Source: an optimization exercise on an open RTL-to-GDS flow (aim: small area, a short achievable clock period and few clock cycles per item). Production flows keep margins and buffers that such runs may drop.
Only the layout flow was run in this run; the RTL was not checked for function there.
Power figures rest on the tool's default switching activity, not on a simulated workload.

==> flow/design.v <==
module sprite_tiles #(
    parameter signed [11:0] VIS_MIN_X = 12'sd0,
    parameter signed [11:0] VIS_MAX_X = 12'sd255,
    parameter signed [11:0] VIS_MIN_Y = 12'sd0,
    parameter signed [11:0] VIS_MAX_Y = 12'sd223
) (
    input  wire        clk,
    input  wire        rst,
    input  wire        in_valid,
    output wire        in_ready,
    input  wire [15:0] in_size,
    input  wire [7:0]  in_zoomx,
    input  wire [7:0]  in_zoomy,
    input  wire [8:0]  in_x,
    input  wire [8:0]  in_y,
    input  wire [15:0] in_code,
    input  wire [15:0] in_attr,
    input  wire [3:0]  in_pri_a,
    input  wire [3:0]  in_pri_b,
    input  wire        in_high_only,
    output reg         out_valid,
    input  wire        out_ready,
    output reg  [15:0] out_tile,
    output reg  [11:0] out_x,
    output reg  [11:0] out_y,
    output reg  [5:0]  out_w,
    output reg  [5:0]  out_h,
    output reg  [19:0] out_dx,
    output reg  [19:0] out_dy,
    output reg         out_fx,
    output reg         out_fy,
    output reg  [4:0]  out_color,
    output reg         out_last
);
    localparam [2:0] S_IDLE  = 3'd0,
                     S_CHECK = 3'd1,
                     S_DIVX  = 3'd2,
                     S_DIVY  = 3'd3,
                     S_TILE  = 3'd4,
                     S_OUT   = 3'd5;
    reg [2:0]  state;
    reg [15:0] size_r;
    reg [7:0]  zoomx_r, zoomy_r;
    reg [8:0]  x_r, y_r;
    reg [15:0] code_r, attr_r;
    reg [3:0]  pa_r, pb_r;
    reg        ho_r;
    reg [5:0]  wx, hy;           
    reg [19:0] zdx, zdy;         
    reg [4:0]  r, c;             
    reg [20:0] div_num;
    reg [5:0]  div_den;
    reg [20:0] div_q;
    reg [6:0]  div_rem;
    reg [4:0]  div_cnt;
    assign in_ready = (state == S_IDLE);
    wire [4:0]         xnum = {1'b0, size_r[3:0]} + 5'd1;
    wire [4:0]         ynum = {1'b0, size_r[7:4]} + 5'd1;
    wire signed [31:0] xdim = $signed({11'd0, zoomx_r, 13'd0});    
    wire signed [31:0] ydim = $signed({11'd0, zoomy_r, 13'd0});
    wire signed [31:0] x16  = {{7{x_r[8]}}, x_r, 16'd0};
    wire signed [31:0] y16  = {{7{y_r[8]}}, y_r, 16'd0} - $signed({27'd0, ynum}) * ydim;
    wire [31:0]        tsx  = xdim[31:4] + 32'd4096;
    wire [31:0]        tsy  = ydim[31:4] + 32'd4096;
    wire [31:0]        w_full = (tsx * 32'd16 + 32'h8000) >> 16;
    wire [31:0]        h_full = (tsy * 32'd16 + 32'h8000) >> 16;
    wire signed [31:0] bx_lo = x16 >>> 16;
    wire signed [31:0] bx_hi = (x16 + $signed({27'd0, xnum}) * xdim) >>> 16;
    wire signed [31:0] by_lo = y16 >>> 16;
    wire signed [31:0] by_hi = (y16 + $signed({27'd0, ynum}) * ydim) >>> 16;
    wire [3:0] pri    = attr_r[11:8];
    wire [3:0] pri_lo = (pa_r < pb_r) ? pa_r : pb_r;
    wire [3:0] pri_hi = (pa_r < pb_r) ? pb_r : pa_r;
    wire skip_bit  = size_r[15];
    wire skip_zoom = (xdim[31:16] == 16'd0) || (ydim[31:16] == 16'd0);
    wire skip_pri  = (pri < pri_lo) || (pri > pri_hi);
    wire skip_high = ho_r && !attr_r[4];
    wire meets_x   = (bx_lo <= VIS_MAX_X) && (bx_hi > VIS_MIN_X);
    wire meets_y   = (by_lo <= VIS_MAX_Y) && (by_hi > VIS_MIN_Y);
    wire skip      = skip_bit || skip_zoom || skip_pri || skip_high || !(meets_x && meets_y);
    wire        fx = attr_r[6];
    wire        fy = attr_r[7];
    wire [4:0]  tx = fx ? (xnum - 5'd1 - c) : c;
    wire [4:0]  ty = fy ? (ynum - 5'd1 - r) : r;
    wire [15:0] tile_n = code_r + ty * xnum + tx;
    wire signed [31:0] tile_x = (x16 + $signed({27'd0, c}) * xdim) >>> 16;
    wire signed [31:0] tile_y = (y16 + $signed({27'd0, r}) * ydim) >>> 16;
    wire        last_c = (c == xnum - 5'd1);
    wire        last_r = (r == ynum - 5'd1);
    always @(posedge clk) begin
        if (rst) begin
            state     <= S_IDLE;
            out_valid <= 1'b0;
        end else begin
            case (state)
                S_IDLE: begin
                    if (in_valid) begin
                        size_r  <= in_size;
                        zoomx_r <= in_zoomx;
                        zoomy_r <= in_zoomy;
                        x_r     <= in_x;
                        y_r     <= in_y;
                        code_r  <= in_code;
                        attr_r  <= in_attr;
                        pa_r    <= in_pri_a;
                        pb_r    <= in_pri_b;
                        ho_r    <= in_high_only;
                        state   <= S_CHECK;
                    end
                end
                S_CHECK: begin
                    if (skip) begin
                        state <= S_IDLE;
                    end else begin
                        wx      <= w_full[5:0];
                        hy      <= h_full[5:0];
                        div_num <= 21'h100000;       
                        div_den <= w_full[5:0];
                        div_q   <= 21'd0;
                        div_rem <= 7'd0;
                        div_cnt <= 5'd20;
                        state   <= S_DIVX;
                    end
                end
                S_DIVX, S_DIVY: begin
                    if ({div_rem[5:0], div_num[20]} >= {1'b0, div_den}) begin
                        div_rem <= {div_rem[5:0], div_num[20]} - {1'b0, div_den};
                        div_q   <= {div_q[19:0], 1'b1};
                    end else begin
                        div_rem <= {div_rem[5:0], div_num[20]};
                        div_q   <= {div_q[19:0], 1'b0};
                    end
                    div_num <= {div_num[19:0], 1'b0};
                    div_cnt <= div_cnt - 5'd1;
                    if (div_cnt == 5'd0) begin
                        if (state == S_DIVX) begin
                            zdx     <= ({div_rem[5:0], div_num[20]} >= {1'b0, div_den}) ?
                                       {div_q[18:0], 1'b1} : {div_q[18:0], 1'b0};
                            div_num <= 21'h100000;
                            div_den <= hy;
                            div_q   <= 21'd0;
                            div_rem <= 7'd0;
                            div_cnt <= 5'd20;
                            state   <= S_DIVY;
                        end else begin
                            zdy   <= ({div_rem[5:0], div_num[20]} >= {1'b0, div_den}) ?
                                     {div_q[18:0], 1'b1} : {div_q[18:0], 1'b0};
                            r     <= 5'd0;
                            c     <= 5'd0;
                            state <= S_TILE;
                        end
                    end
                end
                S_TILE: begin
                    out_tile  <= tile_n;
                    out_x     <= tile_x[11:0];
                    out_y     <= tile_y[11:0];
                    out_w     <= wx;
                    out_h     <= hy;
                    out_dx    <= zdx;
                    out_dy    <= zdy;
                    out_fx    <= fx;
                    out_fy    <= fy;
                    out_color <= attr_r[4:0];
                    out_last  <= last_c && last_r;
                    out_valid <= 1'b1;
                    state     <= S_OUT;
                end
                S_OUT: begin
                    if (out_ready) begin
                        out_valid <= 1'b0;
                        if (last_c) begin
                            c <= 5'd0;
                            r <= r + 5'd1;
                        end else begin
                            c <= c + 5'd1;
                        end
                        state <= (last_c && last_r) ? S_IDLE : S_TILE;
                    end
                end
                default: state <= S_IDLE;
            endcase
        end
    end
endmodule
==> flow/run.sh <==
#!/bin/bash
# synth_recipe.tcl (not shown) runs the flow's synth.tcl, then flattens the netlist and writes it again
# the make line also repeats each setting of config.mk as NAME=value (left out here)
make -C /OpenROAD-flow-scripts/flow DESIGN_CONFIG=/design/flow/config.mk WORK_HOME=/design/flow/orfs CLKGATE_MAP_FILE= SYNTH_SCRIPT=/design/flow/synth_recipe.tcl finish
==> flow/config.mk <==
export PLATFORM = sky130hd
export DESIGN_NAME = sprite_tiles
export DESIGN_NICKNAME = sprite_tiles
export VERILOG_FILES = /design/flow/design.v
export SDC_FILE = /design/flow/constraint.sdc
export NUM_CORES = 4
export LEC_CHECK = 0
export CAP_MARGIN = 20
export CORE_MARGIN = 2
export CORE_UTILIZATION = 40
export PLACE_DENSITY = 0.6
export SLEW_MARGIN = 20
==> flow/constraint.sdc <==
create_clock -name core_clock -period 10.0 [get_ports {clk}]
set_input_delay 2.0000 -clock core_clock [delete_from_list [all_inputs] [get_ports {clk}]]
set_output_delay 2.0000 -clock core_clock [all_outputs]
set_load 0.01 [all_outputs]
==> flow_summary_export.csv <==
group,metric,value,unit
timing,skew,0.0286,ns
die,num_rows,80,
clock_tree,cts_resized,0,
clock_tree,clock_latency,0.56,ns
clock_tree,numCtsBuffers,35,
die,die_height,223,um
synth,synth_cells,1707,
setup_path,crit_arrival,9.04,ns
global_routing,grt_max_degree,84,
global_routing,antenna_found_initial,1,
synth,synthesis.nets,2100,
finish,syn_to_final_growth,19.5,%
placed_design,dpl_cell_area,21700,um^2
global_routing,grt_pass1_vias,13200,
timing,setup_violations,0,
setup_path,crit_slowest_cell,"edfxtp_1",
synth,synth_most_common_cell,"edfxtp_1",
run_status,status,"finished clean",
placed_design,portBuffers,184,
synth,ys_seq_area_frac,0.440,
setup_path,worstPathRequired,10.26,ns
synth,synth.area.top_cells,"edfxtp_1, ha_1, fa_1",
route,drcViolationCount,0,
clock_tree,clk_path_buf_depth,3,
route,wl_per_cell,15.9,um
flow_run,maxCapViolCount,0,
synth,ys_ff_latch,282,
synth,syn-cell-area,19200,um^2
power_and_ir_drop,ir_worst_vdd,0.187,mV
die,io_pins,197,
timing,finalHoldViolCount,0,
setup_path,start_kind,"flop",
finish,num_antenna_cells,0,
power_and_ir_drop,leakagePower,0.00956,uW
setup_path,worst_path_most_repeated_cell,"ha_1",
die,core,47500,um^2
power_and_ir_drop,power,4250,uW
finish,final_area,22900,um^2
power_and_ir_drop,p_per_area,186,nW/um^2
synth,synth.avg_cell_area,11.2,um^2
clock_tree,cts_sinks,282,
synth,synth_top_cell_by_area,"edfxtp_1",
synth,synth_flop_cell,"edfxtp_1",
power_and_ir_drop,intPower,2860,uW
synth,async_flop_share,0,
global_routing,grt_util_met3,0.0294,
clock_tree,cts_tree,"yes",
global_routing,top_usage_layer,"met2",
die,start_util,0.403,
finish,final_nets,2285,
timing,setup-tns-final,0,ns
die,die_x,223,um
clock_tree,cts_setup_buffers,0,
global_routing,grt-ovfl-total,0,
timing,period_needed,8.79,ns
global_routing,grt_pass1_wl,66100,um
power_and_ir_drop,seqPwrFrac,0.326,
finish,utilization,0.482,
power_and_ir_drop,pwr-share-clk,0.304,
clock_tree,clkSlewWorstSetupHoldPaths,0.06,ns
clock_tree,clockRootBuffer,"clkbuf_16",
worst_hold_path,worstHoldPathType,"flop to flop",
timing,slew_viol_final,0,
synth,yosys-top-cells-count,"edfxtp_1, inv_1, ha_1",
synth,synth_edf_count,278,
timing,tightest_slew,1.04,ns
setup_path,cp_max_fo,31,
clock_tree,cts_hold_buf,0,
power_and_ir_drop,switching_share,0.328,
route,dr.pass1.iters,6,
global_routing,met1_usage,0.212,
placed_design,hpwl,30700,um
synth,yosysTopAreaCellShare,0.436,
timing,rsz0062_at_grt,"false",
timing,slew_headroom,0.309,
route,num_vias,12700,
route,drt_iter0_drc,537,
placed_design,gp_congestion,0.842,
clock_tree,cts_max_level,2,
power_and_ir_drop,pwr-share-comb,0.370,
setup_path,endpoint_kind,"flop",
global_routing,gr-usage-met2,0.290,
global_routing,grt_use_total,0.167,
setup_path,worstSetupPathType,"flop to flop",
timing,hold_ws,0.414,ns
die,dieArea,49700,um^2
power_and_ir_drop,p_switching,1390,uW
synth,synth_warnings,1,
setup_path,r2r_slack,1.21,ns
synth,synth.distinct_cells,74,
route,vias_per_cell,5.02,
timing,fmax,114,MHz
finish,drive_gt1_frac,0.0516,
route,ant_nets,0,
setup_path,cp_slowest_stage_delay,0.56,ns
timing,fin_crit_sh,0.879,
route,routed_wl,40300,um
==> cell usage in the layout, fill, tap and decap left out, types with 11 or more instances in the layout <==
cell and n:
nand2_1 150, and2_1 94, xnor2_1 84, nor3_1 23, and3_1 11, fa_1 97
mux2i_1 13, edfxtp_1 278, o21bai_1 15, nand2b_1 19, clkbuf_16 35, xor2_1 37
ha_1 201, clkdlybuf4s50_1 184, nor2_1 94, a21o_1 29, o21a_1 15, o21ai_0 51
a21oi_1 71, inv_1 211, nor2b_1 20, nand3_1 21
==> kinds of logic after synthesis <==
kind of cell / count (synthesis) / synth area share
simple gates: 466 / 0.119
buf+inv: 258 / 0.0511
flops: 282 / 0.440
mux: 18 / 0.00973
compound gates: 256 / 0.0877
xor+xnor: 124 / 0.0575
fa+ha+maj: 303 / 0.235
==> sequential cells by signal (all words and copies together), names as in the netlist, 8 cells and up <==
name,count
out_dy,20
div_q,19
out_y,12
out_dx,20
attr_r,11
zdy,20
zoomx_r,8
out_tile,16
size_r,9
y_r,9
zdx,20
out_x,12
x_r,9
code_r,16
zoomy_r,8
==> final cells by class <==
cell class,count,area (um^2)
clock inverter,26,305
sequential,282,8430
multi-input combinational,1167,9800
timing repair buffer,192,1900
clock buffer,38,887
fill,4321,24600
inverter,214,803
tap,615,769
==> final timing paths <==
| path | endpoint | cells after the start | from |
|---|---|---|---|
| setup / recovery | div_q[14]$_SDFFCE_PP0P_ | 30 | size_r[4]$_DFFE_PP_ |
| hold / removal | out_dx[4]$_DFFE_PP_ | 0 | zdx[4]$_DFFE_PP_ |
| setup reg to reg | div_q[14]$_SDFFCE_PP0P_ | 30 | size_r[4]$_DFFE_PP_ |
| hold reg to reg | out_dx[4]$_DFFE_PP_ | 0 | zdx[4]$_DFFE_PP_ |
==> metal layers <==
metal | vias to the layer above | wire, um
met5 | - | 0
met4 | 0 | 1030
met3 | 59 | 1860
met2 | 243 | 19500
met1 | 6176 | 17900
li1 | 6251 | -
==> worst max-delay path, delay by kind of cell, from the launching register on <==
kind,cells,cell delay (ns)
adder cells (fa/ha/maj),8,3.36
AO/OA/AOI/OAI,10,2.53
AND/OR/NAND/NOR,6,0.83
XOR/XNOR,2,0.69
flip-flops,1,0.56
buffers and inverters,4,0.49
==> power groups by stage <==
stage | logic (uW) | registers (uW) | clock network (uW)
after global routing | 1780 | 1390 | 1380
after CTS | 1590 | 1380 | 1340
after floorplan | 1250 | 1390 | 0
after global placement | 1540 | 1410 | 0
after detailed placement | 1570 | 1410 | 0
final | 1570 | 1380 | 1290
==> stage by stage <==
step	instances	setup slack (ns)
after global routing	2534	0.679
after global placement	2469	1.34
after detailed placement	2469	1.25
after floorplan	1707	1.98
after CTS	2533	1.22
final	2534	1.21

[static timing again, ports no longer ideal]
No port has a modelled driver above. Below, the same layout with a new extraction and two added sets of constraints.
Step 1: set_driving_cell puts a clkbuf_16 on clk and a buf_2 on each other input, an assumption about the parent block.
Step 2 times the ports against the registers' clock, not the clock port: input delays grow and output delays shrink by t, the midpoint of the rising clock arrivals with the driver on.
Slacks: no drivers / after step 1 / after step 2; pairs: no drivers / after step 1.
shift t [ns]: 0.597
setup slack, ns: 1.215 / 1.215 / 1.215
worst data-port slew with drivers (ns): 0.11
cell pins on the clock port's net: 1
After both steps setup and hold are still met in this run. For this run, drivers alone change the setup slack by 0.000 ns; drivers and shift together by 0.000 ns.
